Context: an optimization exercise on an open-source flow, tuned for small area, a short achievable clock period and few clock cycles per item. The choices shown serve that exercise and are no tape-out recipe.
In this exercise RTL edits were held to simulation tests only and were not proved equivalent to the original.
Power and IR drop assume default switching activity.

## flow/run.sh

```bash
#!/bin/bash
set -euo pipefail
bash standard.sh \
  SETUP_SLACK_MARGIN=7.0 \
  REMOVE_ABC_BUFFERS=1 \
  BUFFER_PORTS_ARGS="-buffer_cell sky130_fd_sc_hd__buf_1" \
  finish > standard.log 2>&1
```

## standard.sh

```bash
#!/bin/bash
# synth_recipe.tcl (not shown) runs the flow's synth.tcl, then flattens the netlist and writes it again
# the make line also repeats each setting of config.mk as NAME=value (left out here)
make -C /OpenROAD-flow-scripts/flow DESIGN_CONFIG=/design/flow/config.mk WORK_HOME=/design/flow/orfs CLKGATE_MAP_FILE= SYNTH_SCRIPT=/design/flow/synth_recipe.tcl "${@:-finish}"
```

## config.mk

```make
export PLATFORM = sky130hd
export DESIGN_NAME = xlate_unit
export DESIGN_NICKNAME = xlate_unit
export VERILOG_FILES = /design/flow/design.v
export SDC_FILE = /design/flow/constraint.sdc
export NUM_CORES = 4
export LEC_CHECK = 0
export CAP_MARGIN = 20
export CORE_MARGIN = 2
export CORE_UTILIZATION = 40
export SLEW_MARGIN = 20
```

## constraint.sdc

```tcl
create_clock -name core_clock -period 10.0 [get_ports {clk}]
set_input_delay 2.0000 -clock core_clock [delete_from_list [all_inputs] [get_ports {clk}]]
set_output_delay 2.0000 -clock core_clock [all_outputs]
set_load 0.01 [all_outputs]
```

## design.v

```verilog
module xlate_unit (
    input  wire        clk,
    input  wire        rst,      
    input  wire        start,    
    input  wire [31:0] rate,     
    output reg         ready,
    output reg         done,     
    output reg         err,      
    output wire [31:0] full,
    output wire [31:0] half
);
    localparam [29:0] NM1 = 30'd999999999;    
    localparam [30:0] NM2 = {NM1, 1'b0};
    reg        busy;         
    reg        ini;          
    reg [30:0] d;            
    reg [4:0]  cnt;          
    reg        nb;           
    reg [29:0] fq;           
    reg [29:0] hq;           
    assign full = {2'b00, fq};
    assign half = {3'b000, hq[28:0]};
    reg [4:0]  c0;
    reg        nb0;
    reg [29:0] r0;
    integer i;
    always @* begin
        c0  = 5'd0;
        nb0 = NM1[0];
        r0  = NM1 >> 1;
        for (i = 0; i < 30; i = i + 1)
            if (d[i]) begin
                c0  = 5'd29 - i;
                nb0 = NM1[29 - i];
                r0  = NM1 >> (30 - i);
            end
        if (d[30]) begin
            c0  = 5'd0;
            nb0 = NM1[0];
            r0  = NM1 >> 1;
        end
    end
    wire bad  = rate[31] | (rate[30:0] == 31'd0);
    wire take = ~busy & start;
    wire [30:0] rem_sh = {hq, nb};
    wire [30:0] rem_nx;      
    wire        fits;        
    rstep u_step (.a(rem_sh), .b(d), .y(rem_nx), .fits(fits));
    wire        last   = (cnt == 5'd0);
    wire [28:0] hinc   = fq[28:0] + 29'd1;
    always @(posedge clk) begin
        if (~busy)
            d <= rate[30:0];
        if (ini) begin
            cnt <= c0;
            nb  <= nb0;
        end else begin
            cnt <= cnt - 5'd1;
            nb  <= NM2[cnt];
        end
    end
    always @(posedge clk) begin
        err <= take & bad;
        if (rst) begin
            busy  <= 1'b0;
            ready <= 1'b1;
            ini   <= 1'b0;
            done  <= 1'b0;
            fq    <= 30'd0;
            hq    <= 30'd0;
        end else begin
            done <= take & bad;
            ini  <= take & ~bad;
            if (~busy) begin
                if (start & ~bad) begin
                    busy  <= 1'b1;
                    ready <= 1'b0;
                end
            end else if (ini) begin
                fq <= 30'd0;
                hq <= r0;
            end else if (last) begin
                hq    <= {1'b0, hinc};
                fq    <= fits ? {hinc, 1'b0} : {fq[28:0], 1'b1};
                busy  <= 1'b0;
                ready <= 1'b1;
                done  <= 1'b1;
            end else begin
                hq <= rem_nx[29:0];
                fq <= {fq[28:0], fits};
            end
        end
    end
endmodule
module rstep(input [30:0] a, input [30:0] b, output [30:0] y, output fits);
    wire [30:0] g = a & ~b;
    wire [30:0] p = a | ~b;
    wire gl0 = p[0];
    wire G0 = g[1] | (p[1] & gl0);
    wire G1 = g[3] | (p[3] & g[2]);
    wire P1 = p[3] & p[2];
    wire G2 = g[5] | (p[5] & g[4]);
    wire P2 = p[5] & p[4];
    wire G3 = g[7] | (p[7] & g[6]);
    wire P3 = p[7] & p[6];
    wire G4 = g[9] | (p[9] & g[8]);
    wire P4 = p[9] & p[8];
    wire G5 = g[11] | (p[11] & g[10]);
    wire P5 = p[11] & p[10];
    wire G6 = g[13] | (p[13] & g[12]);
    wire P6 = p[13] & p[12];
    wire G7 = g[15] | (p[15] & g[14]);
    wire P7 = p[15] & p[14];
    wire G8 = g[17] | (p[17] & g[16]);
    wire P8 = p[17] & p[16];
    wire G9 = g[19] | (p[19] & g[18]);
    wire P9 = p[19] & p[18];
    wire G10 = g[21] | (p[21] & g[20]);
    wire P10 = p[21] & p[20];
    wire G11 = g[23] | (p[23] & g[22]);
    wire P11 = p[23] & p[22];
    wire G12 = g[25] | (p[25] & g[24]);
    wire P12 = p[25] & p[24];
    wire G13 = g[27] | (p[27] & g[26]);
    wire P13 = p[27] & p[26];
    wire G14 = g[29] | (p[29] & g[28]);
    wire P14 = p[29] & p[28];
    wire G15 = G1 | (P1 & G0);
    wire G16 = G3 | (P3 & G2);
    wire P16 = P3 & P2;
    wire G17 = G5 | (P5 & G4);
    wire P17 = P5 & P4;
    wire G18 = G7 | (P7 & G6);
    wire P18 = P7 & P6;
    wire G19 = G9 | (P9 & G8);
    wire P19 = P9 & P8;
    wire G20 = G11 | (P11 & G10);
    wire P20 = P11 & P10;
    wire G21 = G13 | (P13 & G12);
    wire P21 = P13 & P12;
    wire G22 = G16 | (P16 & G15);
    wire G23 = G18 | (P18 & G17);
    wire P23 = P18 & P17;
    wire G24 = G20 | (P20 & G19);
    wire P24 = P20 & P19;
    wire G25 = G23 | (P23 & G22);
    wire G26 = G24 | (P24 & G25);
    wire G27 = G17 | (P17 & G22);
    wire G28 = G19 | (P19 & G25);
    wire G29 = G21 | (P21 & G26);
    wire G30 = G2 | (P2 & G15);
    wire G31 = G4 | (P4 & G22);
    wire G32 = G6 | (P6 & G27);
    wire G33 = G8 | (P8 & G25);
    wire G34 = G10 | (P10 & G28);
    wire G35 = G12 | (P12 & G26);
    wire G36 = G14 | (P14 & G29);
    wire G37 = g[2] | (p[2] & G0);
    wire G38 = g[4] | (p[4] & G15);
    wire G39 = g[6] | (p[6] & G30);
    wire G40 = g[8] | (p[8] & G22);
    wire G41 = g[10] | (p[10] & G31);
    wire G42 = g[12] | (p[12] & G27);
    wire G43 = g[14] | (p[14] & G32);
    wire G44 = g[16] | (p[16] & G25);
    wire G45 = g[18] | (p[18] & G33);
    wire G46 = g[20] | (p[20] & G28);
    wire G47 = g[22] | (p[22] & G34);
    wire G48 = g[24] | (p[24] & G26);
    wire G49 = g[26] | (p[26] & G35);
    wire G50 = g[28] | (p[28] & G29);
    wire G51 = g[30] | (p[30] & G36);
    assign fits = G51;
    assign y[0] = a[0] ^ (fits & b[0]);
    assign y[1] = a[1] ^ (fits & ~(b[1] ^ gl0));
    assign y[2] = a[2] ^ (fits & ~(b[2] ^ G0));
    assign y[3] = a[3] ^ (fits & ~(b[3] ^ G37));
    assign y[4] = a[4] ^ (fits & ~(b[4] ^ G15));
    assign y[5] = a[5] ^ (fits & ~(b[5] ^ G38));
    assign y[6] = a[6] ^ (fits & ~(b[6] ^ G30));
    assign y[7] = a[7] ^ (fits & ~(b[7] ^ G39));
    assign y[8] = a[8] ^ (fits & ~(b[8] ^ G22));
    assign y[9] = a[9] ^ (fits & ~(b[9] ^ G40));
    assign y[10] = a[10] ^ (fits & ~(b[10] ^ G31));
    assign y[11] = a[11] ^ (fits & ~(b[11] ^ G41));
    assign y[12] = a[12] ^ (fits & ~(b[12] ^ G27));
    assign y[13] = a[13] ^ (fits & ~(b[13] ^ G42));
    assign y[14] = a[14] ^ (fits & ~(b[14] ^ G32));
    assign y[15] = a[15] ^ (fits & ~(b[15] ^ G43));
    assign y[16] = a[16] ^ (fits & ~(b[16] ^ G25));
    assign y[17] = a[17] ^ (fits & ~(b[17] ^ G44));
    assign y[18] = a[18] ^ (fits & ~(b[18] ^ G33));
    assign y[19] = a[19] ^ (fits & ~(b[19] ^ G45));
    assign y[20] = a[20] ^ (fits & ~(b[20] ^ G28));
    assign y[21] = a[21] ^ (fits & ~(b[21] ^ G46));
    assign y[22] = a[22] ^ (fits & ~(b[22] ^ G34));
    assign y[23] = a[23] ^ (fits & ~(b[23] ^ G47));
    assign y[24] = a[24] ^ (fits & ~(b[24] ^ G26));
    assign y[25] = a[25] ^ (fits & ~(b[25] ^ G48));
    assign y[26] = a[26] ^ (fits & ~(b[26] ^ G35));
    assign y[27] = a[27] ^ (fits & ~(b[27] ^ G49));
    assign y[28] = a[28] ^ (fits & ~(b[28] ^ G29));
    assign y[29] = a[29] ^ (fits & ~(b[29] ^ G50));
    assign y[30] = a[30] ^ (fits & ~(b[30] ^ G36));
endmodule
```

==> notes.md, run 1 <==
CP max FO=8; CTS root buf=clkbuf_16; Worst Path Buf+Inv=6; Reg2Reg Setup Slack=6750 ps; wire length of the first global-routing pass=47240 um; cell taking the most area after synthesis=dfxtp_1; IO Pins=102; TNS Setup=0 ps; PortBufs=96; n_diodes=0; R2R Path End=hq[29]; Least-Margin Pin Slew=886.6 ps; Hold Fails Final Rpt=0; max-slew violations=0; Tmin final=3253 ps; async set-reset flop share out of synthesis=0; Layout Nets=1209; status=no timing/DRC/antenna violations; Remaining Overflow, GRT=0; Layout area overhead=28.00%; Hold Buf Count CTS=0; DIE HEIGHT=145.2 um; largest net degree at the start of global routing=51; Die X=145.2 um; register area share after synthesis=0.2948; count leader, synth=nor2_1; critical path startpoint=d[14]; relative slew slack=0.4044; Post-synth EDFFs=31; Top cell by count, worst path=buf_6; slowest stage delay, CP=480 ps; synth warn=1; row cnt=51; CP Cell Sequence=buf_6 -> buf_6 -> a221o_1 -> a221oi_4 -> buf_6 -> nand3_4 -> o2111a_2 -> buf_6 -> nor3_4 -> buf_12 -> buf_12 -> nor2_4 -> or4_4 -> a21oi_2 -> a211oi_2 -> nand2_1; CTS tree=built; initial drt markers=1218; Yosys reg bits=102; routed vias/inst=6.126; Synth top area share=0.1781; CTS buffer count=9; clk latency of the worst-skew pair=370 ps; Leak=3.625 nW; clk sinks=102; htree depth=3; FF-to-FF Start=d[14]; Vias=8815; Post-synth top cells=nor2_1, nand2_1, o21ai_0; Worst Skew=10.67 ps; cells after synthesis=1051; GP Congestion=0.9999; final setup fails=0; fin crit share=0.3253; reg2reg path depth=16; vias in the first global route=8137; Max VDD drop=0.00008456 V; half-perimeter wire length after placement=19730 um; Top delay family on crit path=compound AO/OA/AOI/OAI gates; top cells by area, synth=dfxtp_1, edfxtp_1, xnor2_1; ANT nets after route=0; Data arrival, critical path=3570 ps; CP required=10320 ps; Distinct cells, synth=85; proportion of layout cells with a drive suffix above 1=0.2547; Min-Delay Path Class=flop to flop; nature of the critical path endpoint=flop; Critical Path Source Type=flop; dominant synthesized flop cell=dfxtp_1; clk buf depth=2; Initial Utilization=0.4087; GRT Total Usage=0.2827; iteration count of the initial detailed-routing pass=6; Worst path depth=16; WL per Instance=21.81 um; final hold slack=468.8 ps; DR DRC count=0; Setup crit end=hq[29]; Critical-path top delay cell=or4_4; core area=19530 um2; initial antenna violation count=0; WS Path Type=flop to flop; synthesized cell area=7980 um2; total wire length=31390 um; clock-pin slew on the worst setup and hold paths=80 ps; Die Area=21100 um2; pwr dens=142.7 nW/um2; Fmax=307.4 MHz; max_cap viols=0; Mapped Avg Cell Area=7.593 um2; unrepaired setup endpoints after global routing=yes
[cells by family after synthesis]
kind of cell / share of synthesized area
AND/OR/NAND/NOR: 0.2355
adder cells (fa/ha/maj): 0.03528
XOR/XNOR: 0.1065
other: 0.0004699
multiplexers: 0.004076
flip-flops: 0.2948
AO/OA/AOI/OAI: 0.2344
buffers and inverters: 0.08905
[metal layers]
layer | wire [um] | GRT usage
met1 | 12350 | 0.3670
met2 | 13980 | 0.4526
met3 | 3183 | 0.04937
met4 | 1882 | 0.1412
met5 | 0 | 0
[worst min path at each step]
stage                     startpoint  cells after the start     end  slack [ps]
after detailed placement      fq[29]                      2  fq[29]         450
final                         fq[29]                      2  fq[29]         470
after global placement        fq[29]                      2  fq[29]         450
after CTS                     fq[29]                      2  fq[29]         470
after global routing          fq[29]                      2  fq[29]         500
after floorplan               hq[29]                      2  hq[29]         460
[where the power goes]
part,switching [W],leakage (nW),total [W],internal (W)
Combinational,0.000340,2.56,0.000560,0.000220
Clock,0.000187,0.147,0.000365,0.000178
Sequential,0.0000606,0.919,0.000532,0.000471
Total,0.000588,3.62,0.00146,0.000869
[tightest hold or removal path: cells and delay by family (launching register included)]
kind	cells	cell delay, ps
DFF	1	340
AOI/OAI and AO/OA	1	60
and+or+nand+nor	1	50
[cell type report]
type | instances | area (um2)
fillers | 1874 | 9311
multi-input cells | 818 | 5627
flip-flops and latches | 102 | 2414
repair buffers | 195 | 1376
well taps | 265 | 331.6
clock buffers | 9 | 225.2
inverters | 43 | 165.2
clock inverters | 7 | 76.32
[sequential cells by signal (all words and copies together), names as in the netlist]
name / cells
ready: 1
busy: 1
hq: 30
nb: 1
fq: 30
d: 31
cnt: 5
ini: 1
done: 1
err: 1
[placed cells by master, fill, tap and decap left out, drive strengths merged, types with 14 or more instances in the layout]
cell    synthesis  final
a21oi          76     76
and3           16     16
buf            54    192
dfxtp          71     71
edfxtp         31     31
inv            42     45
maj3           20     20
nand2         100    100
nand2b         14     14
nand3          32     32
nor2          119    126
nor2b          17     17
nor3           36     36
nor4           14     14
o21ai         103    103
or3            14     15
xnor2          61     61
xor2           36     36
[through the flow]
stage | area (um2) | setup slack (ps) | util | std cells | total power (W)
finish | 10210 | 6747 | 0.5231 | 1439 | 0.001457
CTS | 9628 | 6886 | 0.4931 | 1412 | 0.001394
global route | 10210 | 6678 | 0.5231 | 1439 | 0.001517
global placement | 8259 | 5951 | 0.4230 | 1331 | 0.0009522
detailed placement | 8259 | 5924 | 0.4230 | 1331 | 0.0009528
floorplan | 7446 | 6427 | - | 955 | 0.0008024
[repair_timing]
action / in CTS / in global routing
gates resized for setup: 137 / 121
buffers inserted: 55 / 27
gates cloned: 10 / 0
pin swaps: 58 / 67
setup endpoints to repair: 95 / 81
Testbench counts, summed over its fixed seeds: cycles 53,932, items 3,200.
==> inputs of run 2 (changes only) <==
==> flow/run.sh (replaced) <==
#!/bin/bash
set -euo pipefail
bash standard.sh \
  SETUP_SLACK_MARGIN=7.0 \
  BUFFER_PORTS_ARGS="-buffer_cell sky130_fd_sc_hd__buf_1" \
  finish > standard.log 2>&1
--- a/config.mk
+++ b/config.mk
@@ -7,2 +7,3 @@
 export LEC_CHECK = 0
+export ABC_AREA = 1
 export CAP_MARGIN = 20
==> notes.md, run 2 <==
Post-synth EDFFs=31; wire length of the first global-routing pass=45640 um; IO Pins=102; Worst Path Buf+Inv=2; TNS Setup=0 ps; count leader, synth=nand2_1; commonest non-fill, non-tap cell in the layout=nand2_1; dominant synthesized flop cell=dfxtp_1; Min-Delay Path Class=flop to flop; synthesized cell area=8532 um2; Die Area=22510 um2; CTS root buf=clkbuf_16; cells after synthesis=1333; Initial Utilization=0.4072; Fmax=316.4 MHz; final setup fails=0; min-delay src=fq[29]; max reg flops=31; largest net degree at the start of global routing=71; clk sinks=102; Hold Fails Final Rpt=0; DR DRC count=0; vias in the first global route=8400; GRT Total Usage=0.2599; ANT nets after route=0; CTS buffer count=9; Die X=150.0 um; Top delay family on crit path=simple AND/OR/NAND/NOR gates; CP Cell Sequence=buf_6 -> nor4_4 -> nand4_1 -> nor2_4 -> nor2_2 -> nor3_2 -> inv_1 -> a21oi_1; synth warn=1; clk buf depth=2; row cnt=53; Layout area overhead=15.59%; clock-pin slew on the worst setup and hold paths=70 ps; post-layout util=0.4706; Worst path depth=8; Yosys reg bits=102; Leak=3.993 nW; slowest stage delay, CP=400 ps; Remaining Overflow, GRT=0; core area=20960 um2; Max VDD drop=0.00008878 V; WL per Instance=17.62 um; status=no timing/DRC/antenna violations; htree depth=3; # fillers=2274; Setup crit end=done; CP required=10300 ps; initial drt markers=893; cell taking the most area after synthesis=dfxtp_1; clk latency of the worst-skew pair=370 ps; Worst Skew=7.794 ps; top cells by area, synth=dfxtp_1, nand2_1, edfxtp_1; relative slew slack=0.2919; GP Congestion=0.9593; R2R Path End=hq[17]; max-slew violations=0; final hold slack=481.8 ps; Biggest register=d; FF-to-FF Start=busy; total wire length=30040 um; Critical-path top delay cell=nor4_4; unrepaired setup endpoints after global routing=yes; Multi-input gate area=5228 um2; Critical Path Source Type=input pin; Vias=9395; Tmin final=3161 ps; n_diodes=0; fin crit share=0.3161; Reg area=2404 um2; crit path setup slack, layout=6839 ps; Data arrival, critical path=3460 ps; Mapped Avg Cell Area=6.401 um2; biggest regs=d (31), fq (30), hq (30); half-perimeter wire length after placement=21430 um; Distinct cells, synth=55; critical path startpoint=rate[26]; max_cap viols=0; async set-reset flop share out of synthesis=0; DIE HEIGHT=150.0 um; register area share after synthesis=0.2757; WS Path Type=input pin to flop; Post-synth top cells=nand2_1, inv_1, a21oi_1; Layout Nets=1465; CP max FO=2; Synth top area share=0.1666; proportion of layout cells with a drive suffix above 1=0.1615; pwr dens=135.7 nW/um2; Least-Margin Pin Slew=1061 ps; Reg2Reg Setup Slack=7000 ps; iteration count of the initial detailed-routing pass=6; nature of the critical path endpoint=flop; reg2reg path depth=6; most frequent cells in the layout=nand2_1, inv_1, a21oi_1, o21ai_0, nor2_1; PortBufs=96; CTS tree=built; routed vias/inst=5.510; initial antenna violation count=0; Setup WS pre-CTS=5758 ps
-- run 2: changes by cell type in the layout (fill, tap and decap cells not counted), sizes merged, moves of 15 or more --
| cell | delta |
|---|---|
| inv | +111 |
| maj3 | -20 |
| buf | -31 |
| nand3 | +46 |
| or3 | -15 |
| nand2 | +270 |
| nor2b | -17 |
| o21ai | +20 |
| o211ai | +24 |
| nand4 | +17 |
| xnor2 | -58 |
| a21oi | +54 |
-- run 2: through the flow --
step | cell area [um2] | std cells | power (W)
floorplan | 8547 | 1337 | 0.0008142
global route | 9862 | 1705 | 0.001416
global placement | 8738 | 1621 | 0.0009166
finish | 9862 | 1705 | 0.001339
detailed placement | 8738 | 1621 | 0.0009193
CTS | 9236 | 1647 | 0.001300
-- run 2: cells by family after synthesis --
logic type | synth area share
and+or+nand+nor | 0.3229
AOI/OAI and AO/OA | 0.2148
buffers and inverters | 0.1346
DFF | 0.2757
xor gates and xnor gates | 0.04414
adders and majority gates | 0.007332
other | 0.0004395
-- run 2: worst reg2reg max path: cells and delay by family, from the launching register on --
family / cells / cell delay, ps
flip-flops: 1 / 650
buffers and inverters: 2 / 1070
AND/OR/NAND/NOR: 2 / 800
AO/OA/AOI/OAI: 2 / 400
-- run 2: cell type report --
| type | count | share of cell area |
|---|---|---|
| clock buffers | 10 | 0.02334 |
| clock inverters | 6 | 0.006090 |
| inverters | 158 | 0.06115 |
| repair buffers | 165 | 0.1007 |
| well taps | 275 | 0.03489 |
| multi-input cells | 989 | 0.5301 |
| flip-flops and latches | 102 | 0.2437 |
-- run 2: report_power, final --
group,leakage [nW],internal (W),total [W],switching (W)
clock network,0.145,0.000195,0.000368,0.000173
logic,2.93,0.000150,0.000452,0.000301
registers,0.916,0.000468,0.000519,0.0000511
-- run 2: how the worst min path moves through the flow --
| stage | endpoint | slack (ps) | cells past startpoint |
|---|---|---|---|
| CTS | fq[29] | 480 | 2 |
| finish | fq[29] | 480 | 2 |
| floorplan | err | 430 | 1 |
| global placement | ready | 460 | 2 |
| detailed placement | fq[29] | 470 | 2 |
| global route | fq[29] | 490 | 2 |
-- run 2: metal layers --
| layer | vias to the layer above | global-route usage | wire [um] | share of wire |
|---|---|---|---|---|
| met5 | - | 0 | 0 | 0 |
| met4 | 0 | 0.06604 | 515 | 0.017 |
| met3 | 36 | 0.02927 | 1912 | 0.064 |
| met2 | 337 | 0.4299 | 13930 | 0.46 |
| met1 | 4465 | 0.3607 | 13690 | 0.46 |
| li1 | 4557 | - | - | - |
-- run 2: timing repair --
action,4_1_cts,5_1_grt
gates cloned,2,4
endpoints found under the setup margin,85,81
setup buffers,8,54
pin swaps,6,9
hold buffers,0,0
gates resized for setup,41,48
==> inputs of run 3 (changes only) <==
--- a/flow/run.sh
+++ b/flow/run.sh
@@ -4,2 +4,3 @@
   SETUP_SLACK_MARGIN=7.0 \
+  SETUP_MOVE_SEQUENCE=unbuffer,sizeup,swap,clone \
   BUFFER_PORTS_ARGS="-buffer_cell sky130_fd_sc_hd__buf_1" \
--- a/config.mk
+++ b/config.mk
@@ -7,3 +7,2 @@
 export LEC_CHECK = 0
-export ABC_AREA = 1
 export CAP_MARGIN = 20
==> notes.md, run 3 <==
reg2reg path depth=12; WL per Instance=21.13 um; post-synthesis adder-cell area fraction=0.03528; Tmin final=3538 ps; TNS Setup=0 ps; pwr dens=147.9 nW/um2; final hold slack=448.8 ps; GP Congestion=0.9498; CP Cell Sequence=nand2b_4 -> maj3_2 -> a221oi_4 -> and2_4 -> a31oi_2 -> o2111a_2 -> nor3_4 -> nor2_4 -> or4_1 -> a21oi_1 -> a211oi_1 -> nand2_1; Setup crit end=hq[29]; proportion of layout cells with a drive suffix above 1=0.1776; register area share after synthesis=0.2948; CP max FO=13; CTS buffer count=9; total wire length=28580 um; iteration count of the initial detailed-routing pass=6; Critical Path Source Type=flop; Fmax=282.6 MHz; dominant synthesized flop cell=dfxtp_1; fin crit share=0.3538; top cells by area, synth=dfxtp_1, edfxtp_1, xnor2_1; Worst Path Buf+Inv=0; Layout Nets=1122; clock-pin slew on the worst setup and hold paths=90 ps; relative slew slack=0.2344; Hold Fails Final Rpt=0; PortBufs=96; nature of the critical path endpoint=flop; status=no timing/DRC/antenna violations; synthesized cell area=7980 um2; FF-to-FF Start=d[14]; DR DRC count=0; min-delay src=fq[29]; cells after synthesis=1051; worst hold path depth=2; half-perimeter wire length after placement=19620 um; unrepaired setup endpoints after global routing=yes; Biggest register=d; Critical-path top delay cell=edfxtp_1; biggest regs=d (31), fq (30), hq (30); WS Path Type=flop to flop; Min-Delay Path Class=flop to flop; Hold Buf Count CTS=0; Reg2Reg Setup Slack=6460 ps; Yosys reg bits=102; Synth top area share=0.1781; fin area=9097 um2; Setup WS pre-CTS=5919 ps; Vias=8327; xor/xnor share of the synthesized area=0.1065; max reg flops=31; main combinational cell family by area after synthesis=simple AND/OR/NAND/NOR gates; crit path setup slack, layout=6462 ps; commonest non-fill, non-tap cell in the layout=nor2_1; placed instance area=8210 um2; Distinct cells, synth=85; clk sinks=102; Die X=145.2 um; slowest stage delay, CP=610 ps; max_cap viols=0; largest net degree at the start of global routing=52; DIE HEIGHT=145.2 um; routed vias/inst=6.154; Max VDD drop=0.00009868 V; Leak=3.093 nW; Layout area overhead=14.00%; Post-synth EDFFs=31; Remaining Overflow, GRT=0; Post-synth top cells=nor2_1, nand2_1, o21ai_0; Synth Area in Compound Gates=0.2344; Initial Utilization=0.4087; synth warn=1; Mapped Avg Cell Area=7.593 um2; most frequent cells in the layout=nor2_1, nand2_1, buf_1, o21ai_0, a21oi_1; Least-Margin Pin Slew=1144 ps; htree depth=3; vias in the first global route=7592; Die Area=21100 um2; Top delay family on crit path=simple AND/OR/NAND/NOR gates; clk buf depth=2; IO Pins=102; clk latency of the worst-skew pair=370 ps; core area=19530 um2; initial antenna violation count=1; wire length of the first global-routing pass=43530 um; GRT Total Usage=0.2611; max-slew violations=0; Worst Skew=13.50 ps; async set-reset flop share out of synthesis=0; row cnt=51; cell taking the most area after synthesis=dfxtp_1; CP required=10320 ps; R2R Path End=hq[29]; ANT nets after route=0; post-synthesis mux area share=0.004077; Simple-Gate Fraction of Synth Area=0.2355; CTS tree=built; initial drt markers=955; Worst path depth=12; Data arrival, critical path=3850 ps; critical path startpoint=d[14]; count leader, synth=nor2_1; CTS root buf=clkbuf_16; final setup fails=0
## run 3: changes by cell type after synthesis, sizes merged, moves of 20 or more
cell,before,now
nand3,78,32
o211ai,25,1
o21ai,123,103
inv,156,42
a21oi,129,76
nand2,369,100
xnor2,3,61
maj3,0,20
## run 3: metrics by stage
step,util,std cells,total power (W)
4_1_cts,0.4544,1349,0.001324
2_1_floorplan,-,1055,0.0008381
3_3_place_gp,0.4205,1324,0.0009393
5_1_grt,0.4659,1353,0.001409
3_5_place_dp,0.4205,1324,0.0009434
6_report,0.4659,1353,0.001346
## run 3: cell type report
type,instances,area [um2]
inverter,43,161.4
clock inverter,6,52.55
fill,1980,10430
multi-input combinational,820,5413
tap,265,331.6
antenna,1,2.502
sequential,102,2419
clock buffer,10,229.0
timing repair buffer,106,489.2
## run 3: repair_timing
item	in CTS	in global routing
buffers inserted	0	0
cloned	9	2
pin swaps	51	40
resized for setup	107	71
endpoints found under the setup margin	102	79
## run 3: per-layer routing
metal	vias to the layer above	share of wire	track usage
met2	490	0.44	0.4028
met5	-	0	0
met3	92	0.090	0.04465
li1	3796	-	-
met1	3949	0.42	0.3553
met4	0	0.047	0.1225
## run 3: how the worst min path moves through the flow
stage	end
3_5_place_dp	fq[29]
6_report	fq[29]
4_1_cts	fq[29]
5_1_grt	fq[29]
2_1_floorplan	hq[14]
3_3_place_gp	fq[29]
## run 3: kinds of logic (layout without fill, tap and decap cells)
family / after synthesis / after routing
AND/OR/NAND/NOR: 390 / 399
AO/OA/AOI/OAI: 291 / 291
buffers and inverters: 143 / 165
flip-flops: 102 / 102
XOR/XNOR: 97 / 97
adder cells (fa/ha/maj): 25 / 26
multiplexers: 2 / 2
other: 1 / 6
## run 3: tightest hold or removal path, cell delays in order, from the launching register on
cell	delay, ps
dfxtp_1	320
nand2_1	50
o21ai_1	50
## run 3: where the power goes
group | total (W) | switching [W] | internal, W
combinational | 0.000427 | 0.000267 | 0.000160
clock | 0.000356 | 0.000182 | 0.000174
sequential | 0.000563 | 0.0000913 | 0.000471
==> inputs of run 4 (changes only) <==
==> flow/run.sh (replaced) <==
#!/bin/bash
set -euo pipefail
bash standard.sh \
  SETUP_SLACK_MARGIN=7.0 \
  BUFFER_PORTS_ARGS="-buffer_cell sky130_fd_sc_hd__buf_1" \
  finish > standard.log 2>&1
--- a/config.mk
+++ b/config.mk
@@ -11 +11,2 @@
 export SLEW_MARGIN = 20
+export TNS_END_PERCENT = 10
==> notes.md, run 4 <==
status=no timing/DRC/antenna violations; row cnt=51; worst hold path depth=2; Layout Nets=1167; largest net degree at the start of global routing=35; DIE HEIGHT=145.2 um; PortBufs=96; CP required=10270 ps; routed vias/inst=5.967; slowest stage delay, CP=450 ps; Yosys reg bits=102; most frequent cells in the layout=nor2_1, nand2_1, buf_1, o21ai_0, a21oi_1; count leader, synth=nor2_1; Data arrival, critical path=3430 ps; Remaining Overflow, GRT=0; Tmin final=3156 ps; Critical-path top delay cell=edfxtp_1; ANT nets after route=0; CTS tree=built; reg2reg path depth=14; Max VDD drop=0.00009518 V; top cells by area, synth=dfxtp_1, edfxtp_1, xnor2_1; Die Area=21100 um2; Distinct cells, synth=85; cells after synthesis=1051; WS Path Type=flop to flop; R2R Path End=hq[1]; cell taking the most area after synthesis=dfxtp_1; clk buf depth=2; htree depth=3; IO Pins=102; nature of the critical path endpoint=flop; Critical Path Source Type=flop; clk latency of the worst-skew pair=370 ps; biggest regs=d (31), fq (30), hq (30); wire length of the first global-routing pass=42880 um; DR DRC count=0; iteration count of the initial detailed-routing pass=6; max reg flops=31; Least-Margin Pin Slew=1027 ps; core area=19530 um2; Post-synth top cells=nor2_1, nand2_1, o21ai_0; pwr dens=150.6 nW/um2; Biggest register=d; CTS root buf=clkbuf_16; Layout area overhead=16.21%; final setup fails=0; Worst Skew=10.92 ps; WL per Instance=20.12 um; CTS buffer count=9; clk sinks=102; Die X=145.2 um; proportion of layout cells with a drive suffix above 1=0.1405; synth warn=1; vias in the first global route=7570; register area share after synthesis=0.2948; Reg2Reg Setup Slack=6840 ps; max-slew violations=0; Post-synth EDFFs=31; Initial Utilization=0.4087; GRT Total Usage=0.2580; min-delay src=fq[29]; half-perimeter wire length after placement=19510 um; GP Congestion=0.9705; synthesized cell area=7980 um2; CP max FO=10; Mapped Avg Cell Area=7.593 um2; Setup WS pre-CTS=5959 ps; Leak=3.241 nW; unrepaired setup endpoints after global routing=yes; Hold Fails Final Rpt=0; Synth top area share=0.1781; Vias=8336; CP Cell Sequence=nor2b_1 -> maj3_2 -> a21oi_1 -> o21ai_2 -> a31oi_2 -> o2111a_2 -> nor3_4 -> buf_6 -> nor2_4 -> buf_12 -> nor2_1 -> xnor2_1 -> a211o_1 -> a221oi_2; max_cap viols=0; fin crit share=0.3156; total wire length=28110 um; commonest non-fill, non-tap cell in the layout=nor2_1; crit path setup slack, layout=6844 ps; clock-pin slew on the worst setup and hold paths=80 ps; Hold EP=fq[29]; async set-reset flop share out of synthesis=0; initial drt markers=805; Fmax=316.9 MHz; dominant synthesized flop cell=dfxtp_1; FF-to-FF Start=d[6]; relative slew slack=0.3130; TNS Setup=0 ps; Min-Delay Path Class=flop to flop; n_diodes=0; initial antenna violation count=0
run 4: cell counts after synthesis:
No cell type changed its count.
run 4: cells by family (layout without fill, tap and decap cells):
group / after synthesis / after routing / share of synthesized area
adders and majority gates: 25 / 25 / 0.03528
buffers and inverters: 143 / 216 / 0.08905
AOI/OAI and AO/OA: 291 / 291 / 0.2344
muxes: 2 / 2 / 0.004076
and+or+nand+nor: 390 / 394 / 0.2355
other: 1 / 5 / 0.0004699
xor gates and xnor gates: 97 / 97 / 0.1065
DFF: 102 / 102 / 0.2948
run 4: critical path, delay by kind of cell, from the launching register on:
family                     cells  cell delay (ps)
AOI/OAI and AO/OA              6             1510
DFF                            1              450
adders and majority gates      1              370
and+or+nand+nor                4              330
buffers and inverters          2              290
xor gates and xnor gates       1              120
run 4: through the flow:
step | util | hold slack [ps] | area [um2] | power [W] | std cells
after floorplan | - | 450.3 | 7995 | 0.0008378 | 1055
after global placement | 0.4203 | 438.9 | 8207 | 0.0009391 | 1324
after detailed placement | 0.4203 | 446.9 | 8207 | 0.0009405 | 1324
after CTS | 0.4645 | 465.4 | 9070 | 0.001373 | 1383
after global routing | 0.4749 | 498.7 | 9274 | 0.001459 | 1397
final | 0.4749 | 460.3 | 9274 | 0.001397 | 1397
run 4: layout make-up:
cell class / count / area, um2
clock buffer: 11 / 232.7
clock inverter: 5 / 82.58
fill: 1961 / 10250
inverter: 43 / 161.4
multi-input combinational: 814 / 5220
sequential: 102 / 2365
tap: 265 / 331.6
timing repair buffer: 157 / 880.8
run 4: timing repair:
item | in CTS | in global routing
hold buffers | 0 | 0
endpoints found under the setup margin | 97 | 109
pin swaps | 25 | 15
buffers inserted | 39 | 14
resized for setup | 47 | 21
gates cloned | 4 | 0
run 4: power breakdown:
part | total, W | leakage, nW | internal, W | switching (W)
sequential | 0.000537 | 0.900 | 0.000470 | 0.0000664
clock | 0.000388 | 0.151 | 0.000221 | 0.000168
combinational | 0.000472 | 2.19 | 0.000184 | 0.000287
run 4: worst max path at each step:
stage / from / end
2_1_floorplan: rst / hq[29]
3_3_place_gp: d[25] / fq[23]
3_5_place_dp: d[25] / fq[17]
4_1_cts: d[11] / hq[18]
5_1_grt: d[0] / hq[18]
6_report: d[6] / hq[1]
run 4: routing by layer:
metal	global-route usage	part of all wire
met1	0.3456	0.42
met2	0.4047	0.45
met3	0.03805	0.079
met4	0.1304	0.048
met5	0	0
==> inputs of run 5 (changes only) <==
--- a/config.mk
+++ b/config.mk
@@ -7,2 +7,3 @@
 export LEC_CHECK = 0
+export ABC_AREA = 1
 export CAP_MARGIN = 20
==> notes.md, run 5 <==
Post-Layout Cell Count=1685; Hold Fails Final Rpt=0; pwr dens=138.1 nW/um2; Synth top area share=0.1666; Max VDD drop=0.00008740 V; proportion of layout cells with a drive suffix above 1=0.1213; met2 WL=13680 um; Setup WS pre-CTS=5758 ps; met3 routed WL=1944 um; CP Cell Sequence=buf_6 -> nor4_4 -> nand4_1 -> nor2_4 -> nor2_2 -> nor3_2 -> inv_1 -> a21oi_1; critical path startpoint=rate[26]; Critical-path top delay cell=nor4_4; reg2reg path depth=15; dominant synthesized flop cell=dfxtp_1; relative slew slack=0.3032; TNS Setup=0 ps; final setup fails=0; Reg2Reg Setup Slack=7050 ps; Distinct cells, synth=55; Post-synth EDFFs=31; Worst Path Buf+Inv=2; CTS buffer count=9; Die X=150.0 um; cell taking the most area after synthesis=dfxtp_1; Layout area overhead=12.88%; synth warn=1; switching part of the total=0.3952; Critical Path Source Type=input pin; clock-pin slew on the worst setup and hold paths=70 ps; max reg flops=31; Fmax=318.7 MHz; R2R Path End=hq[26]; unrepaired setup endpoints after global routing=yes; DR top layer=met4; row cnt=53; synthesized cell area=8532 um2; wire length of the first global-routing pass=45520 um; Data arrival, critical path=3440 ps; htree depth=3; Remaining Overflow, GRT=0; DR DRC count=0; Initial Utilization=0.4072; core area=20960 um2; Tmin final=3138 ps; count leader, synth=nand2_1; Vias=9265; biggest regs=d (31), fq (30), hq (30); Placed Cells=1621; n_diodes=0; clk sinks=102; Sequential Power Share=0.390; Layout Nets=1445; Hold Buf Count CTS=0; Min-Delay Path Class=flop to flop; clock power share=0.277; async set-reset flop share out of synthesis=0; NetSw=0.0005254 W; CP max FO=2; nature of the critical path endpoint=flop; crit path setup slack, layout=6862 ps; Least-Margin Pin Slew=1044 ps; M1 WL=13490 um; initial antenna violation count=0; CTS tree=built; status=no timing/DRC/antenna violations; IO Pins=102; iteration count of the initial detailed-routing pass=5; Leak=3.816 nW; commonest non-fill, non-tap cell in the layout=nand2_1; max_cap viols=0; PortBufs=96; combinational fraction of design power=0.332; most frequent cells in the layout=nand2_1, inv_1, a21oi_1, o21ai_0, nor2_1; initial drt markers=821; Yosys reg bits=102; total wire length=29710 um; CP required=10300 ps; clk latency of the worst-skew pair=370 ps; fin crit share=0.3138; Top delay family on crit path=simple AND/OR/NAND/NOR gates; Post-synth top cells=nand2_1, inv_1, a21oi_1; post-layout util=0.4596; top cells by area, synth=dfxtp_1, nand2_1, edfxtp_1; clk buf depth=2; half-perimeter wire length after placement=21430 um; slowest stage delay, CP=390 ps; Worst Skew=8.049 ps; Biggest register=d; # fillers=2313; CTS root buf=clkbuf_16; register area share after synthesis=0.2757; Multi-input gate area=5218 um2; largest net degree at the start of global routing=71; WL per Instance=17.63 um; GP Congestion=0.9593; vias in the first global route=8371; Die Area=22510 um2; WS Path Type=input pin to flop; Setup crit end=done; final hold slack=481.5 ps; GRT Total Usage=0.2596; cells after synthesis=1333; Reg area=2355 um2; FF-to-FF Start=fq[0]; max-slew violations=0; DIE HEIGHT=150.0 um; cell internal pwr=0.0008041 W; Mapped Avg Cell Area=6.401 um2; ANT nets after route=0; routed vias/inst=5.499; Worst path depth=8
run 5: power groups by stage:
stage	combinational [W]	clock, W	sequential, W
3_3_place_gp	0.000380	0	0.000536
2_1_floorplan	0.000313	0	0.000501
4_1_cts	0.000392	0.000375	0.000527
6_report	0.000442	0.000369	0.000519
5_1_grt	0.000490	0.000391	0.000525
3_5_place_dp	0.000383	0	0.000536
run 5: logic make-up (layout without fill, tap and decap cells):
| logic type | after synthesis | in the layout | share of synthesized area |
|---|---|---|---|
| AND/OR/NAND/NOR | 627 | 629 | 0.3229 |
| AO/OA/AOI/OAI | 306 | 307 | 0.2148 |
| buffers and inverters | 249 | 319 | 0.1346 |
| flip-flops | 102 | 102 | 0.2757 |
| XOR/XNOR | 43 | 43 | 0.04414 |
| adder cells (fa/ha/maj) | 5 | 5 | 0.007332 |
| other | 1 | 5 | 0.0004395 |
run 5: worst reg2reg max path, delay by kind of cell, from the launching register on:
kind | cells | cell delay (ps)
flip-flops | 1 | 430
buffers and inverters | 2 | 230
AO/OA/AOI/OAI | 2 | 240
adder cells (fa/ha/maj) | 1 | 240
AND/OR/NAND/NOR | 9 | 1440
XOR/XNOR | 1 | 250
run 5: routing by layer:
layer  GRT usage  up-vias
met3     0.02866       38
met2      0.4274      344
met1      0.3604     4362
met4     0.07028        0
li1            -     4521
met5           0        -
run 5: worst min path at each step:
stage	from	endpoint	slack [ps]	cells after the start
final	ready	ready	480	2
after global routing	fq[29]	fq[29]	490	2
after CTS	fq[29]	fq[29]	480	2
after detailed placement	fq[29]	fq[29]	470	2
after global placement	ready	ready	460	2
after floorplan	busy	err	430	1
run 5: per-stage QoR:
stage          cell area, um2  power (W)
2_1_floorplan            8547  0.0008142
3_3_place_gp             8738  0.0009166
3_5_place_dp             8738  0.0009193
4_1_cts                  9128   0.001294
5_1_grt                  9630   0.001405
6_report                 9630   0.001330
run 5: timing repair:
action                                  in CTS  in global routing
cloned                                       2                  2
endpoints found under the hold margin        0                  0
gates resized for setup                     13                 33
pin swaps                                    6                  7
buffers inserted                             2                 42
endpoints found under the setup margin      85                105
run 5: final cells by class:
class                           count  area share
Multi-Input combinational cell    989      0.5418
Tap cell                          275     0.03573
Sequential cell                   102      0.2445
Clock inverter                      6    0.006236
Inverter                          158     0.06314
Timing Repair Buffer              145     0.08471
Clock buffer                       10     0.02391
==> inputs of run 6 (changes only) <==
--- a/config.mk
+++ b/config.mk
@@ -7,3 +7,2 @@
 export LEC_CHECK = 0
-export ABC_AREA = 1
 export CAP_MARGIN = 20
@@ -12,2 +11 @@
 export SLEW_MARGIN = 20
-export TNS_END_PERCENT = 10
==> notes.md, run 6 <==
nature of the critical path endpoint=flop; relative slew slack=0.2493; Min-Delay Path Class=flop to flop; cells after synthesis=1051; clk sinks=102; Die Area=21100 um2; WL per Instance=21.06 um; min-delay src=fq[29]; GP Congestion=0.9498; ANT nets after route=0; Hold EP=fq[29]; FF-to-FF Start=hq[5]; total wire length=30130 um; Reg2Reg Setup Slack=6880 ps; DR DRC count=0; WS Path Type=flop to flop; worst hold path depth=2; core area=19530 um2; synth warn=1; register area share after synthesis=0.2948; Leak=3.609 nW; Distinct cells, synth=85; async set-reset flop share out of synthesis=0; initial antenna violation count=0; TNS Setup=0 ps; n_diodes=0; cell taking the most area after synthesis=dfxtp_1; dominant synthesized flop cell=dfxtp_1; Post-synth EDFFs=31; Hold Fails Final Rpt=0; vias in the first global route=7784; Critical Path Source Type=flop; CP max FO=5; Least-Margin Pin Slew=1122 ps; unrepaired setup endpoints after global routing=yes; Data arrival, critical path=3360 ps; commonest non-fill, non-tap cell in the layout=nor2_1; pwr dens=142.1 nW/um2; routed vias/inst=6.094; max_cap viols=0; initial drt markers=991; reg2reg path depth=13; Die X=145.2 um; GRT Total Usage=0.2669; max-slew violations=0; htree depth=3; clock-pin slew on the worst setup and hold paths=90 ps; fin crit share=0.3118; final setup fails=0; Synth top area share=0.1781; clk buf depth=2; # fillers=1894; Layout Nets=1201; CTS root buf=clkbuf_16; Post-synth top cells=nor2_1, nand2_1, o21ai_0; half-perimeter wire length after placement=19620 um; PortBufs=96; synthesized cell area=7980 um2; top cells by area, synth=dfxtp_1, edfxtp_1, xnor2_1; max reg flops=31; Max VDD drop=0.00008579 V; Fmax=320.7 MHz; IO Pins=102; Remaining Overflow, GRT=0; Biggest register=d; DIE HEIGHT=145.2 um; R2R Path End=hq[21]; Tmin final=3118 ps; Initial Utilization=0.4087; CTS buffer count=9; Layout area overhead=24.80%; CTS tree=built; largest net degree at the start of global routing=53; Yosys reg bits=102; wire length of the first global-routing pass=44440 um; Worst Skew=16.03 ps; biggest regs=d (31), fq (30), hq (30); row cnt=51; iteration count of the initial detailed-routing pass=7; clk latency of the worst-skew pair=380 ps; final hold slack=449.0 ps; status=no timing/DRC/antenna violations; post-layout util=0.5101; Vias=8720; Mapped Avg Cell Area=7.593 um2; count leader, synth=nor2_1; most frequent cells in the layout=nor2_1, nand2_1, buf_1, buf_4, a21oi_1; CP required=10240 ps; proportion of layout cells with a drive suffix above 1=0.2479
-- run 6: worst max-delay path by stage --
stage / start / to / slack (ps)
CTS: d[9] / hq[27] / 6960
global placement: rst / hq[29] / 5960
global route: d[25] / hq[21] / 6760
detailed placement: rst / hq[29] / 5920
finish: hq[5] / hq[21] / 6880
floorplan: rst / hq[29] / 6960
-- run 6: critical path, stage by stage (launching register included) --
cell,delay (ps)
dfxtp_4,370
nor2b_1,160
maj3_2,380
a21oi_2,160
o21ai_2,120
a31oi_4,230
buf_4,140
nand3b_1,120
maj3_2,370
xnor2_2,230
nor2_4,60
xor2_1,150
a222oi_1,390
a211oi_1,120
-- run 6: routing by layer --
metal / global-route usage / routed length, um / vias to the layer above
met5: 0 / 0 / -
met4: 0.1216 / 1409 / 0
met3: 0.04119 / 3003 / 118
met2: 0.4216 / 13480 / 566
met1: 0.3594 / 12240 / 4087
li1: - / - / 3949
-- run 6: layout make-up --
| cell class | count | area [um2] | area share |
|---|---|---|---|
| clock inverters | 6 | 52.55 | 0.005276 |
| clock buffers | 10 | 229.0 | 0.02299 |
| inverters | 43 | 166.4 | 0.01671 |
| multi-input cells | 815 | 5490 | 0.5513 |
| repair buffers | 190 | 1262 | 0.1268 |
| well taps | 265 | 331.6 | 0.03329 |
| flip-flops and latches | 102 | 2427 | 0.2437 |
-- run 6: cells by family after synthesis --
family                     count (synthesis)  synth area share
AOI/OAI and AO/OA                        291            0.2344
DFF                                      102            0.2948
adders and majority gates                 25           0.03528
xor gates and xnor gates                  97            0.1065
buffers and inverters                    143           0.08905
other                                      1         0.0004699
and+or+nand+nor                          390            0.2355
muxes                                      2          0.004076
-- run 6: through the flow --
step	total power [W]	setup slack, ps	cells	instance area, um2
6_report	0.001415	6882	1431	9960
5_1_grt	0.001478	6763	1431	9960
4_1_cts	0.001355	6960	1398	9288
3_5_place_dp	0.0009434	5919	1324	8210
3_3_place_gp	0.0009393	5957	1324	8210
2_1_floorplan	0.0008381	6963	1055	7999
-- run 6: power by group --
group          total (W)  switching, W  internal, W
Sequential      0.000533     0.0000619     0.000471
Clock           0.000357      0.000183     0.000174
Combinational   0.000525      0.000317     0.000208
Total            0.00142      0.000562     0.000853
-- run 6: timing repair --
action	in CTS	in global routing
hold buffers	0	0
setup endpoints to repair	102	77
buffers inserted	54	29
cloned	4	4
resized for setup	100	118
pin swaps	37	57
==> inputs of run 7 (changes only) <==
==> flow/run.sh (replaced) <==
#!/bin/bash
set -euo pipefail
bash standard.sh \
  SETUP_SLACK_MARGIN=7.5 \
  BUFFER_PORTS_ARGS="-buffer_cell sky130_fd_sc_hd__buf_1" \
  finish > standard.log 2>&1
--- a/config.mk
+++ b/config.mk
@@ -11 +11,2 @@
 export SLEW_MARGIN = 20
+export TNS_END_PERCENT = 0
==> notes.md, run 7 <==
Data arrival, critical path=3420 ps; row cnt=51; GP Congestion=0.9705; PortBufs=96; Hold Buf Count CTS=0; count leader, synth=nor2_1; final setup fails=0; register area share after synthesis=0.2948; max reg flops=31; Mapped Avg Cell Area=7.593 um2; max-slew violations=0; cell taking the most area after synthesis=dfxtp_1; nature of the critical path endpoint=flop; DR DRC count=0; IO Pins=102; Synth top area share=0.1781; clk buf depth=2; n_diodes=0; Die X=145.2 um; Max VDD drop=0.00009131 V; Worst Path Buf+Inv=6; Worst Skew=13.04 ps; CTS tree=built; WS Path Type=flop to flop; Remaining Overflow, GRT=0; post-layout util=0.4827; total wire length=28360 um; DIE HEIGHT=145.2 um; slowest stage delay, CP=440 ps; fin area=9425 um2; Multi-input gate area=5219 um2; cells after synthesis=1051; Min-Delay Path Class=flop to flop; htree depth=3; initial antenna violation count=0; dominant synthesized flop cell=dfxtp_1; initial drt markers=960; Biggest register=d; Setup WS pre-CTS=5959 ps; # fillers=1955; async set-reset flop share out of synthesis=0; WL per Instance=20.17 um; Critical-path top delay cell=edfxtp_1; CTS root buf=clkbuf_16; largest net degree at the start of global routing=35; routed vias/inst=5.924; Placed Cells=1324; synthesized cell area=7980 um2; Hold Fails Final Rpt=0; clk sinks=102; crit path setup slack, layout=6880 ps; fin crit share=0.3120; vias in the first global route=7773; GRT Total Usage=0.2639; status=no timing/DRC/antenna violations; Post-Layout Cell Count=1406; Initial Utilization=0.4087; CP Cell Sequence=nand2b_4 -> maj3_2 -> a221oi_4 -> buf_6 -> a31oi_4 -> o2111a_2 -> nor3_4 -> buf_6 -> nor2_4 -> buf_12 -> buf_6 -> nor2_4 -> buf_6 -> buf_16 -> a21oi_1 -> o2bb2ai_1 -> nor2b_1; iteration count of the initial detailed-routing pass=5; ANT nets after route=0; Layout Nets=1176; half-perimeter wire length after placement=19510 um; wire length of the first global-routing pass=43880 um; Reg area=2370 um2; placed instance area=8207 um2; synth warn=1; Die Area=21100 um2; Top cell by count, worst path=buf_6; Distinct cells, synth=85; Layout area overhead=18.11%; Top delay family on crit path=buffers and inverters; relative slew slack=0.3170; commonest non-fill, non-tap cell in the layout=nor2_1; top cells by area, synth=dfxtp_1, edfxtp_1, xnor2_1; pwr dens=148.6 nW/um2; clock-pin slew on the worst setup and hold paths=80 ps; CTS buffer count=9; clk latency of the worst-skew pair=370 ps; max_cap viols=0; core area=19530 um2; Post-synth EDFFs=31; CP required=10300 ps; Vias=8329; Critical Path Source Type=flop; Leak=3.308 nW; unrepaired setup endpoints after global routing=yes; proportion of layout cells with a drive suffix above 1=0.1525; most frequent cells in the layout=nor2_1, nand2_1, buf_1, o21ai_0, a21oi_1; CP max FO=8; Post-synth top cells=nor2_1, nand2_1, o21ai_0; biggest regs=d (31), fq (30), hq (30); TNS Setup=0 ps; Fmax=320.5 MHz; Tmin final=3120 ps; Yosys reg bits=102; Least-Margin Pin Slew=1021 ps
==> run 7: cells by family after synthesis <==
group,after synthesis,synth area share
simple gates,390,0.2355
buf+inv,143,0.08905
mux,2,0.004076
flops,102,0.2948
other cells,1,0.0004699
compound gates,291,0.2344
fa+ha+maj,25,0.03528
xor+xnor,97,0.1065
==> run 7: cell type report <==
| type | instances | area share |
|---|---|---|
| Clock inverter | 5 | 0.008761 |
| Clock buffer | 11 | 0.02469 |
| Inverter | 43 | 0.01712 |
| Multi-Input combinational cell | 814 | 0.5537 |
| Timing Repair Buffer | 166 | 0.1091 |
| Sequential cell | 102 | 0.2514 |
| Tap cell | 265 | 0.03518 |
==> run 7: worst reg2reg max path: stages (launching register included) <==
cell and delay, ps:
edfxtp_1 440, nand2b_4 170, maj3_2 330, a221oi_4 290, buf_6 160, a31oi_4 100
o2111a_2 220, nor3_4 150, buf_6 130, nor2_4 40, buf_12 140, buf_6 120
nor2_4 180, buf_6 140, buf_16 120, a21oi_1 70, o2bb2ai_1 130, nor2b_1 140
==> run 7: metal layers <==
layer,routed length (um),part of all wire,global-route usage,up-vias
li1,-,-,-,3891
met5,0,0,0,-
met4,1495,0.053,0.1397,0
met3,2370,0.084,0.03459,97
met2,12530,0.44,0.4126,466
met1,11960,0.42,0.3548,3875
==> run 7: through the flow <==
step	power, W	hold WS, ps
after floorplan	0.0008378	450.3
after global placement	0.0009391	438.9
after detailed placement	0.0009405	446.9
after CTS	0.001388	453.4
after global routing	0.001464	481.5
final	0.001401	450.5
==> run 7: report_power, final <==
group          leakage [nW]  internal (W)  switching, W
logic                  2.25      0.000187      0.000288
clock network         0.151      0.000221      0.000168
registers             0.903      0.000471     0.0000657
total                  3.31      0.000879      0.000522
==> run 7: worst paths after layout <==
kind | end | startpoint | slack, ps | cells after the start
worst max-delay path | fq[18] | d[14] | 6880 | 17
worst min-delay path | fq[29] | fq[29] | 450 | 2
worst max register to register | fq[18] | d[14] | 6880 | 17
worst min register to register | fq[29] | fq[29] | 450 | 2
==> run 7: timing repair <==
| action | 4_1_cts | 5_1_grt |
|---|---|---|
| setup buffers | 57 | 3 |
| cloned | 6 | 0 |
| setup endpoints to repair | 128 | 129 |
| gates resized for setup | 83 | 7 |
| endpoints found under the hold margin | 0 | 0 |
| pin swaps | 39 | 3 |
==> inputs of run 8 (changes only) <==
==> flow/run.sh (replaced) <==
#!/bin/bash
set -euo pipefail
bash standard.sh \
  SETUP_SLACK_MARGIN=6.8 \
  BUFFER_PORTS_ARGS="-buffer_cell sky130_fd_sc_hd__buf_1" \
  finish > standard.log 2>&1
==> notes.md, run 8 <==
status=no timing/DRC/antenna violations; most frequent cells in the layout=nor2_1, nand2_1, buf_1, o21ai_0, a21oi_1; top cells by area, synth=dfxtp_1, edfxtp_1, xnor2_1; max-slew violations=0; routed vias/inst=5.923; total wire length=28110 um; iteration count of the initial detailed-routing pass=5; cell taking the most area after synthesis=dfxtp_1; proportion of layout cells with a drive suffix above 1=0.1210; synth warn=1; TNS Setup=0 ps; Max VDD drop=0.00009933 V; CP max FO=3; Least-Margin Pin Slew=1061 ps; IO Pins=102; Post-synth EDFFs=31; Vias=8274; worst hold path depth=2; Mapped Avg Cell Area=7.593 um2; Post-synth top cells=nor2_1, nand2_1, o21ai_0; Layout Nets=1167; final setup fails=0; Placed Cells=1324; slowest stage delay, CP=450 ps; row cnt=51; fin crit share=0.3221; unrepaired setup endpoints after global routing=yes; Hold EP=fq[29]; initial antenna violation count=1; commonest non-fill, non-tap cell in the layout=nor2_1; max_cap viols=0; Synth top area share=0.1781; Top delay family on crit path=adder cells; CP required=10250 ps; pwr dens=147.7 nW/um2; # fillers=2016; Worst Skew=13.16 ps; clk sinks=102; Distinct cells, synth=85; Die X=145.2 um; Remaining Overflow, GRT=0; DIE HEIGHT=145.2 um; htree depth=3; CTS root buf=clkbuf_16; DR DRC count=0; Initial Utilization=0.4087; Leak=3.177 nW; Layout area overhead=13.99%; n_diodes=0; max reg flops=31; largest net degree at the start of global routing=35; final hold slack=463.3 ps; nature of the critical path endpoint=flop; Critical-path top delay cell=edfxtp_1; R2R Path End=hq[19]; Worst Path Buf+Inv=1; Fmax=310.5 MHz; Tmin final=3221 ps; reg2reg path depth=12; FF-to-FF Start=d[6]; count leader, synth=nor2_1; Worst path depth=12; Min-Delay Path Class=flop to flop; WL per Instance=20.12 um; CTS buffer count=9; PortBufs=96; CTS tree=built; half-perimeter wire length after placement=19780 um; dominant synthesized flop cell=dfxtp_1; clk buf depth=2; wire length of the first global-routing pass=43040 um; Yosys reg bits=102; Post-Layout Cell Count=1397; synthesized cell area=7980 um2; GP Congestion=0.9677; Hold Fails Final Rpt=0; Die Area=21100 um2; vias in the first global route=7626; core area=19530 um2; Biggest register=d; min-delay src=fq[29]; initial drt markers=966; WS Path Type=flop to flop; async set-reset flop share out of synthesis=0; register area share after synthesis=0.2948; Data arrival, critical path=3470 ps; relative slew slack=0.2901; Critical Path Source Type=flop; cells after synthesis=1051; Reg2Reg Setup Slack=6780 ps; biggest regs=d (31), fq (30), hq (30); clk latency of the worst-skew pair=370 ps; ANT nets after route=0; GRT Total Usage=0.2578; clock-pin slew on the worst setup and hold paths=80 ps; CP Cell Sequence=nor2b_1 -> maj3_2 -> a21oi_1 -> o21ai_2 -> buf_4 -> a22o_1 -> a21oi_2 -> maj3_4 -> maj3_4 -> maj3_2 -> xnor2_1 -> o211ai_1
-- run 8: how the worst max path moves through the flow --
stage	start	end	slack, ps
floorplan	rst	hq[29]	6960
global placement	d[25]	fq[23]	5970
detailed placement	rst	hq[29]	5930
CTS	d[18]	hq[8]	6730
global route	hq[3]	hq[15]	6630
finish	d[6]	hq[19]	6780
-- run 8: worst min-delay path, cell delays in order (launching register included) --
cell and delay [ps]:
dfxtp_1 330, nand2_1 50, o21ai_0 50
-- run 8: cell type report --
class / count / area (um2) / area share
Multi-Input combinational cell: 813 / 5109 / 0.5616
Sequential cell: 102 / 2356 / 0.2590
Timing Repair Buffer: 158 / 863.3 / 0.09491
Tap cell: 265 / 331.6 / 0.03645
Clock buffer: 10 / 229.0 / 0.02517
Inverter: 43 / 161.4 / 0.01774
Clock inverter: 6 / 46.29 / 0.005089
-- run 8: through the flow --
step	worst slack (ps)	area [um2]	utilization	total power [W]
2_1_floorplan	6963	7995	-	0.0008378
3_3_place_gp	5965	8207	0.4203	0.0009395
3_5_place_dp	5928	8207	0.4203	0.0009426
4_1_cts	6730	8722	0.4467	0.001311
5_1_grt	6631	9096	0.4658	0.001408
6_report	6779	9096	0.4658	0.001344
-- run 8: repair_timing --
item	CTS	global route
cloned	2	1
pin swaps	4	12
buffers inserted	21	33
hold buffers	0	0
resized for setup	11	23
endpoints found under the setup margin	63	65
-- run 8: per-layer routing --
| layer | routed length [um] | GRT usage | part of all wire |
|---|---|---|---|
| met5 | 14 | 0 | 0.00050 |
| met4 | 1367 | 0.1328 | 0.049 |
| met3 | 2254 | 0.03742 | 0.080 |
| met2 | 12580 | 0.4002 | 0.45 |
| met1 | 11890 | 0.3480 | 0.42 |
-- run 8: power breakdown --
group          internal, W  switching, W  total [W]
logic             0.000179      0.000282   0.000461
registers         0.000470     0.0000658   0.000536
clock network     0.000171      0.000175   0.000347
total             0.000821      0.000523    0.00134
-- run 8: logic make-up after synthesis --
group | after synthesis | share of synthesized area
mux | 2 | 0.004076
simple gates | 390 | 0.2355
buf+inv | 143 | 0.08905
xor+xnor | 97 | 0.1065
other cells | 1 | 0.0004699
compound gates | 291 | 0.2344
fa+ha+maj | 25 | 0.03528
flops | 102 | 0.2948
==> inputs of run 9 (changes only) <==
==> flow/run.sh (replaced) <==
#!/bin/bash
set -euo pipefail
bash standard.sh \
  SETUP_SLACK_MARGIN=7.0 \
  BUFFER_PORTS_ARGS="-buffer_cell sky130_fd_sc_hd__buf_1" \
  finish > standard.log 2>&1
--- a/config.mk
+++ b/config.mk
@@ -7,2 +7,3 @@
 export LEC_CHECK = 0
+export ABC_AREA = 1
 export CAP_MARGIN = 20
==> notes.md, run 9 <==
most frequent cells in the layout=nand2_1, inv_1, a21oi_1, nor2_1, o21ai_0; main combinational cell family by area after synthesis=simple AND/OR/NAND/NOR gates; WS Path Type=input pin to flop; initial antenna violation count=0; slowest stage delay, CP=420 ps; Die Area=22510 um2; n_diodes=0; Data arrival, critical path=3490 ps; clock-pin slew on the worst setup and hold paths=70 ps; min-delay src=ready; commonest non-fill, non-tap cell in the layout=nand2_1; total wire length=28770 um; Critical-path top delay cell=nor4_4; status=no timing/DRC/antenna violations; routed vias/inst=5.465; R2R Path End=hq[22]; clk buf depth=2; CP Cell Sequence=buf_1 -> nor4_4 -> nand4_1 -> nor2_4 -> nor2_1 -> nor3_2 -> inv_1 -> a21oi_1; fin crit share=0.3198; Critical Path Source Type=input pin; Distinct cells, synth=55; Simple-Gate Fraction of Synth Area=0.3229; max_cap viols=0; cells after synthesis=1333; Hold Fails Final Rpt=0; ANT nets after route=0; Multi-input gate area=5135 um2; initial drt markers=804; core area=20960 um2; top cells by area, synth=dfxtp_1, nand2_1, edfxtp_1; GRT Total Usage=0.2574; htree depth=3; vias in the first global route=8282; post-synthesis adder-cell area fraction=0.007332; max-slew violations=0; proportion of layout cells with a drive suffix above 1=0.09400; dominant synthesized flop cell=dfxtp_1; WL per Instance=17.35 um; count leader, synth=nand2_1; TNS Setup=0 ps; Hold EP=ready; Min-Delay Path Class=flop to flop; Synth top area share=0.1666; GP Congestion=0.9593; largest net degree at the start of global routing=71; Reg2Reg Setup Slack=6920 ps; half-perimeter wire length after placement=21430 um; Max VDD drop=0.00008520 V; PortBufs=96; Leak=3.653 nW; worst hold path depth=2; register area share after synthesis=0.2757; relative slew slack=0.2492; synthesized cell area=8532 um2; reg2reg path depth=17; cell taking the most area after synthesis=dfxtp_1; clk sinks=102; Hold Buf Count CTS=0; CP required=10290 ps; Tmin final=3198 ps; nature of the critical path endpoint=flop; IO Pins=102; Post-synth top cells=nand2_1, inv_1, a21oi_1; Fmax=312.7 MHz; Reg area=2352 um2; unrepaired setup endpoints after global routing=yes; post-synthesis mux area share=0; max reg flops=31; Layout area overhead=8.667%; Layout Nets=1418; Least-Margin Pin Slew=1126 ps; Setup WS pre-CTS=5758 ps; Mapped Avg Cell Area=6.401 um2; wire length of the first global-routing pass=45200 um; CTS tree=built; pwr dens=140.4 nW/um2; row cnt=53; # fillers=2347; synth warn=1; Vias=9061; DR DRC count=0; iteration count of the initial detailed-routing pass=6; clk latency of the worst-skew pair=370 ps; Synth Area in Compound Gates=0.2148; Post-synth EDFFs=31; crit path setup slack, layout=6802 ps; async set-reset flop share out of synthesis=0; DIE HEIGHT=150.0 um; CTS buffer count=9; CTS root buf=clkbuf_16; Worst Skew=7.285 ps; Initial Utilization=0.4072; Remaining Overflow, GRT=0; final setup fails=0; xor/xnor share of the synthesized area=0.04414; biggest regs=d (31), fq (30), hq (30); CP max FO=2; Yosys reg bits=102; FF-to-FF Start=fq[0]; Die X=150.0 um; Biggest register=d
## run 9: power breakdown
part | total (W) | internal (W) | switching (W) | leakage (nW)
sequential | 0.000522 | 0.000467 | 0.0000548 | 0.896
clock | 0.000368 | 0.000195 | 0.000173 | 0.145
combinational | 0.000412 | 0.000127 | 0.000285 | 2.61
total | 0.00130 | 0.000788 | 0.000513 | 3.65
## run 9: routing by layer
metal	up-vias	GRT usage	share of wire
met5	-	0	0
met4	0	0.06179	0.016
li1	4476	-	-
met1	4255	0.3596	0.46
met2	303	0.4253	0.46
met3	27	0.02805	0.060
## run 9: metrics by stage
step	cells	total power, W	hold slack (ps)	instance area, um2	util
final	1658	0.001302	481.4	9271	0.4424
after global routing	1658	0.001378	492.9	9271	0.4424
after CTS	1638	0.001289	483.3	9067	0.4327
after detailed placement	1621	0.0009193	472.2	8738	0.4170
after global placement	1621	0.0009166	462.6	8738	0.4170
after floorplan	1337	0.0008142	432.1	8547	-
## run 9: worst max-delay path: cells and delay by family
kind                   cells  cell delay, ps
AOI/OAI and AO/OA          1             110
buffers and inverters      2             170
and+or+nand+nor            5            1210
## run 9: final cells by class
type / count / area share
inverters: 158 / 0.06505
repair buffers: 119 / 0.05897
well taps: 275 / 0.03711
clock buffers: 10 / 0.02483
clock inverters: 6 / 0.006478
multi-input cells: 988 / 0.5538
flip-flops and latches: 102 / 0.2537
## run 9: how the worst max path moves through the flow
stage,end,startpoint,cells after the start,slack (ps)
final,done,rate[26],8,6800
after global routing,done,rate[26],8,6670
after CTS,done,rate[26],8,6760
after detailed placement,done,rate[25],8,5760
after global placement,done,rate[25],8,5800
after floorplan,done,rate[25],7,7070
## run 9: logic make-up (layout without fill, tap and decap cells)
group | Yosys count | count (layout)
xor+xnor | 43 | 43
other cells | 1 | 5
buf+inv | 249 | 293
fa+ha+maj | 5 | 5
flops | 102 | 102
compound gates | 306 | 307
simple gates | 627 | 628
## run 9: what timing repair did
item	CTS	global route
buffers inserted	0	19
pin swaps	4	2
hold endpoints to repair	0	0
setup endpoints to repair	85	105
gates resized for setup	6	14
gates cloned	1	1

[separate check: timing with driven ports]
In the flow no input, the clock included, has a driving cell. The finished layouts below were timed again as built, in two steps. Step 1, drivers: a clkbuf_16 drives clk and a buf_2 each remaining input, both assumed. Step 2 times the ports against the registers' clock, not the clock port: input delays grow and output delays shrink by t, the midpoint of the rising clock arrivals with the driver on. Three values: no drivers, after step 1, after step 2; two values: the first two.
| run | t (ns) | slack for setup (ns) | worst hold slack (ns) | worst slew at a driven data input, ns |
|---|---|---|---|---|
| run 1 | 0.412 | 6.747 / 6.747 / 6.471 | 0.469 / 0.469 / 0.469 | 0.06 |
| run 2 | 0.412 | 6.839 / 6.846 / 6.434 | 0.482 / 0.482 / 0.482 | 0.05 |
| run 3 | 0.415 | 6.462 / 6.462 / 6.267 | 0.449 / 0.449 / 0.449 | 0.05 |
| run 4 | 0.407 | 6.844 / 6.844 / 6.579 | 0.460 / 0.460 / 0.460 | 0.03 |
| run 5 | 0.412 | 6.862 / 6.871 / 6.459 | 0.481 / 0.481 / 0.481 | 0.05 |
| run 6 | 0.413 | 6.882 / 6.882 / 6.604 | 0.449 / 0.449 / 0.449 | 0.05 |
| run 7 | 0.408 | 6.880 / 6.880 / 6.570 | 0.450 / 0.450 / 0.450 | 0.05 |
| run 8 | 0.413 | 6.779 / 6.779 / 6.430 | 0.463 / 0.463 / 0.463 | 0.03 |
| run 9 | 0.410 | 6.802 / 6.818 / 6.408 | 0.481 / 0.481 / 0.481 | 0.04 |
After both steps every run listed still meets setup and hold. For run 2, which loses most, drivers alone change the setup slack by +0.007 ns; drivers and shift together by -0.405 ns.
